This is an optimization exercise on Yosys and OpenROAD, whose aim is small area, not a production implementation. Where RTL was checked, it was by simulation tests only, not by an equivalence proof against the original. Power is estimated from default activity; no workload was simulated.

Design wspr_enc, start of the top module:
module wspr_enc (
  input  wire       clk,
  input  wire       rst,       
  input  wire       we,        
  input  wire [7:0] addr,      
  input  wire [7:0] wdata,
  output reg  [7:0] rdata      
);
Settings: LEC_CHECK=0, ABC_AREA=1, CAP_MARGIN=20, CORE_MARGIN=2, CORE_UTILIZATION=40, CTS_BUF_LIST=sky130_fd_sc_hd__clkbuf_4, CTS_CLUSTER_DIAMETER=45, CTS_CLUSTER_SIZE=10, PLACE_DENSITY=0.6, SLEW_MARGIN=20; clock period 25.0 ns.
run.sh (not shown) runs the stock make flow with config.mk's settings and CLKGATE_MAP_FILE= SYNTH_SCRIPT=/design/flow/synth_recipe.tcl, a recipe that flattens the netlist after the stock synthesis.
Edit:
==> flow/flow/run.sh (new file) <==
#!/bin/bash
# Standard layout, with clock tree synthesis told not to add dummy loads.
set -e
export CTS_ARGS="-sink_clustering_enable -repair_clock_nets -buf_list sky130_fd_sc_hd__clkbuf_4 -sink_clustering_size 10 -sink_clustering_max_diameter 45 -dont_use_dummy_load"
bash standard.sh > standard.log 2>&1
==> flow/standard.sh (new file) <==
#!/bin/bash
# synth_recipe.tcl (not shown) runs the flow's synth.tcl, then flattens the netlist and writes it again
# the make line also repeats each setting of config.mk as NAME=value (left out here)
make -C /OpenROAD-flow-scripts/flow DESIGN_CONFIG=/design/flow/config.mk WORK_HOME=/design/flow/orfs CLKGATE_MAP_FILE= SYNTH_SCRIPT=/design/flow/synth_recipe.tcl "${@:-finish}"
removed: flow/run.sh
The changed run finished clean.
Total power drops by 6.4%.
Core utilization goes down by 0.70 points.
Fmax goes up by 0.33%.
Die area is unchanged.
First-iteration DRC count decreases by 3.0%.
Combinational power hardly moves.
Area after synthesis does not change.
Cell area decreases by 1.6%.
Sequential power hardly moves.
Setup slack is better by 0.027 ns.
Global-route usage barely changes.
Edit:
==> flow/run.sh (new file) <==
#!/bin/bash
# synth_recipe.tcl (not shown) runs the flow's synth.tcl, then flattens the netlist and writes it again
# the make line also repeats each setting of config.mk as NAME=value (left out here)
make -C /OpenROAD-flow-scripts/flow DESIGN_CONFIG=/design/flow/config.mk WORK_HOME=/design/flow/orfs CLKGATE_MAP_FILE= SYNTH_SCRIPT=/design/flow/synth_recipe.tcl finish
- CAP_MARGIN: 20 -> 0
- SLEW_MARGIN: 20 -> 0
removed: flow/flow/run.sh
removed: flow/standard.sh
What happened: Global-route usage is about the same; count of clock-buffer cells in the layout came out higher by 12; maximum frequency came out lower slightly; via count came out higher slightly.


Setup of v4:
wspr_enc, a different RTL version from the one above (not shown whole).
For scale: ~2500 cells after synthesis, ~420 flip-flops, roughly 27 I/O pins, ~24000 µm² of cells after synthesis.
// wspr_enc
module wspr_enc (
  input  wire       clk,
  input  wire       rst,       
  input  wire       we,        
  input  wire [7:0] addr,      
  input  wire [7:0] wdata,
  output reg  [7:0] rdata      
);
  localparam [31:0] POLY0 = 32'hF2D05351;
  localparam [31:0] POLY1 = 32'hE4613C47;
  localparam [161:0] SYNC = 162'b000110001101011000000011001010000011100010110011011100100100000100010101100011010010010101010110000101100010110011010000001010010000000111101001000111000100000011;
  localparam [1295:0] SRC_TAB = 1296'h55049e4d76258a39621194436c1b802f58079948712085345d0c8f3e67167b2a5201a15079288d3c651497466f1e83325b0a9c4b74238837600f92416a197e2d56059f4e77268b3a631295446d1c813059089a49722186355e0d903f68177c2b5302a04f78278c3b641396456e1d82315a099b4a732287365f0e914069187d2c54039d4c75248938611093426b1a7f2e57069847701f84335c0b8e3d66157a295100;
  localparam [21:0] K_T1  = 22'd4124224;    
  localparam [21:0] K_T2S = 22'd3485762;    
  localparam [21:0] K_T2P = 22'd65;
  localparam [21:0] K_T3  = 22'd63;
  localparam [31:0] SEEDC = 32'hDEADBF80;   
  localparam [2:0] PH_IDLE  = 3'd0,
                   PH_CHECK = 3'd1,
                   PH_NPASS = 3'd2,
                   PH_HINIT = 3'd3,
                   PH_HSTEP = 3'd4,
                   PH_MPASS = 3'd5,
                   PH_CLEAR = 3'd6,
                   PH_CONV  = 3'd7;
  localparam [2:0] E_NONE = 3'd0, E_CHAR = 3'd1, E_CALL = 3'd2, E_CMD = 3'd4;
  localparam [2:0] R0 = 3'd0, R1 = 3'd1, R10 = 3'd2, R18 = 3'd3,
  ...
make LEC_CHECK=0 ABC_AREA=1 CAP_MARGIN=20 CORE_MARGIN=2 CORE_UTILIZATION=40 CTS_BUF_LIST=sky130_fd_sc_hd__clkbuf_8 CTS_CLUSTER_DIAMETER=50 CTS_CLUSTER_SIZE=16 PLACE_DENSITY=0.6 SLEW_MARGIN=20 finish   # period 25.0 ns
Stock flow here: none of the scripts above is used.
## Diff of input files: v19 against v4
- a change of CTS_CLUSTER_SIZE from 16 to 10
- a change of CTS_BUF_LIST from sky130_fd_sc_hd__clkbuf_8 to sky130_fd_sc_hd__clkbuf_4
- a change of CTS_CLUSTER_DIAMETER from 50 to 45
==> run notes <==
Sequential share of layout area: v19 and v4 compared, lower one is v4. Per the comparison of v19 with v4, via count higher; total power after layout lower; cell count higher; power share of the combinational group higher; setup slack higher. Of the two values seen for startpoint-to-endpoint class of the critical path, in2reg was produced by v4 and reg2reg by v19.
No functional check of the RTL was part of any run of this note.


wspr_enc, a different RTL version from the one above (not shown whole).
Size: roughly 410 flip-flops, about 0.023 mm² of cells after synthesis.
export LEC_CHECK = 0
export ABC_AREA = 1
export CAP_MARGIN = 20
export CORE_MARGIN = 2
export CORE_UTILIZATION = 55
export GPL_TIMING_DRIVEN = 0
export PLACE_DENSITY = 0.7
export SLEW_MARGIN = 20
create_clock -name core_clock -period 25.0 [get_ports {clk}]
standard.sh (not shown) runs the stock make flow with config.mk's settings and CLKGATE_MAP_FILE= SYNTH_SCRIPT=/design/flow/synth_recipe.tcl, a recipe that flattens the netlist after the stock synthesis.
==> flow/flow/run.sh <==
#!/bin/bash
# Standard layout, with clock tree synthesis told not to add dummy loads.
set -e
export CTS_ARGS="-sink_clustering_enable -repair_clock_nets -buf_list sky130_fd_sc_hd__clkbuf_4 -sink_clustering_size 8 -sink_clustering_max_diameter 40 -dont_use_dummy_load"
bash standard.sh > standard.log 2>&1
Change:
CORE_UTILIZATION = 40   (was 55)
PLACE_DENSITY = 0.6   (was 0.7)
- core utilization came out lower by 15 points
- total power came out higher by 0.33%
- global-route usage came out lower by 9.8 points
- worst hold slack is worse by 0.026 ns
- non-clock buffer count came out higher by 1
- worst setup slack is worse by 0.59 ns
- via count came out lower by 1.3%
- synthesized cell count stays the same
Change:
--- a/flow/flow/run.sh
+++ b/flow/flow/run.sh
@@ -2 +1,0 @@
-# Standard layout, with clock tree synthesis told not to add dummy loads.
@@ -3,0 +3 @@
+export PRE_GLOBAL_PLACE_TCL="$(pwd)/flow/rmbuf.tcl"
==> flow/flow/rmbuf.tcl (new file) <==
# Before global placement: take out the buffers synthesis left in the netlist
# (the standard flow does this only in its timing-driven placement mode).
remove_buffers
After rerunning: The changed run finished clean. Setup slack improves by 0.28 ns. Final cell count decreases by 1.6%. Wire length goes down by 5.5%. Total power went down by 1.1%. Final area barely changes. Critical path depth drops by 2. Count of clock-buffer cells in the layout is unchanged. Maximum frequency came out higher by 3.0%. Utilization is about the same. Flip-flop and latch count is unchanged. Area after synthesis is unchanged.
Change:
==> flow/flow/run.sh (replaced) <==
#!/bin/bash
# Standard layout, with clock tree synthesis told not to add dummy loads.
set -e
export CTS_ARGS="-sink_clustering_enable -repair_clock_nets -buf_list {sky130_fd_sc_hd__clkbuf_2 sky130_fd_sc_hd__clkbuf_4 sky130_fd_sc_hd__clkbuf_8} -sink_clustering_size 8 -sink_clustering_max_diameter 40 -dont_use_dummy_load"
bash standard.sh > standard.log 2>&1
removed: flow/flow/rmbuf.tcl
The new run completed without violations.
Global-route usage grows by 1.6 points.
Core utilization grows by 0.86 points.
Critical path depth grows by 2.
Setup slack got worse by 0.48 ns.
Register-to-register slack improved by 0.55 ns.
Clock power grows by well over a third.
Die area does not change.
Final cell count grows slightly.
Via count grows slightly.

## re-timing with driven ports
In the flow no input, the clock included, has a driving cell. The finished layouts below were timed again as built, in two steps. Step 1: set_driving_cell puts a clkbuf_16 on clk and a buf_2 on each other input, an assumption about the parent block. Step 2 moves the port delays by t, midway between the first and last clock arrival at a register: inputs arrive t later, outputs are due t later. That takes back most of the time a late clock gives input paths. Slacks: ideal / step 1 / step 2; pairs: ideal / step 1.
run | shift t [ns] | setup WS [ns] | hold WS [ns] | latest minus earliest clock arrival (ns) | cell pins on the clock port's net
the first run of note 1 | 0.909 | 16.585 / 16.612 / 15.703 | 0.450 / 0.450 / 0.450 | 0.104 / 0.104 | 1
the second run of note 1 | 0.868 | 16.613 / 16.643 / 15.775 | 0.437 / 0.437 / 0.437 | 0.152 / 0.152 | 1
the third run of note 1 | 0.902 | 16.501 / 16.533 / 15.630 | 0.453 / 0.453 / 0.453 | 0.106 / 0.107 | 1
v4 | 0.730 | 15.932 / 15.935 / 15.205 | 0.455 / 0.455 / 0.455 | 0.051 / 0.051 | 1
v19 | 0.928 | 15.955 / 15.955 / 15.187 | 0.457 / 0.457 / 0.457 | 0.050 / 0.050 | 1
the first run of note 3 | 0.885 | 15.931 / 15.969 / 15.084 | 0.436 / 0.436 / 0.436 | 0.097 / 0.097 | 1
the second run of note 3 | 0.855 | 15.346 / 15.378 / 14.524 | 0.410 / 0.410 / 0.410 | 0.126 / 0.127 | 1
the third run of note 3 | 0.886 | 15.625 / 15.626 / 14.740 | 0.411 / 0.411 / 0.411 | 0.129 / 0.130 | 1
the fourth run of note 3 | 0.686 | 15.146 / 15.181 / 14.494 | 0.425 / 0.425 / 0.425 | 0.085 / 0.085 | 1
After both steps setup and hold are still met in every run listed. For the third run of note 3, which loses most, drivers alone change the setup slack by +0.001 ns; drivers and shift together by -0.885 ns.
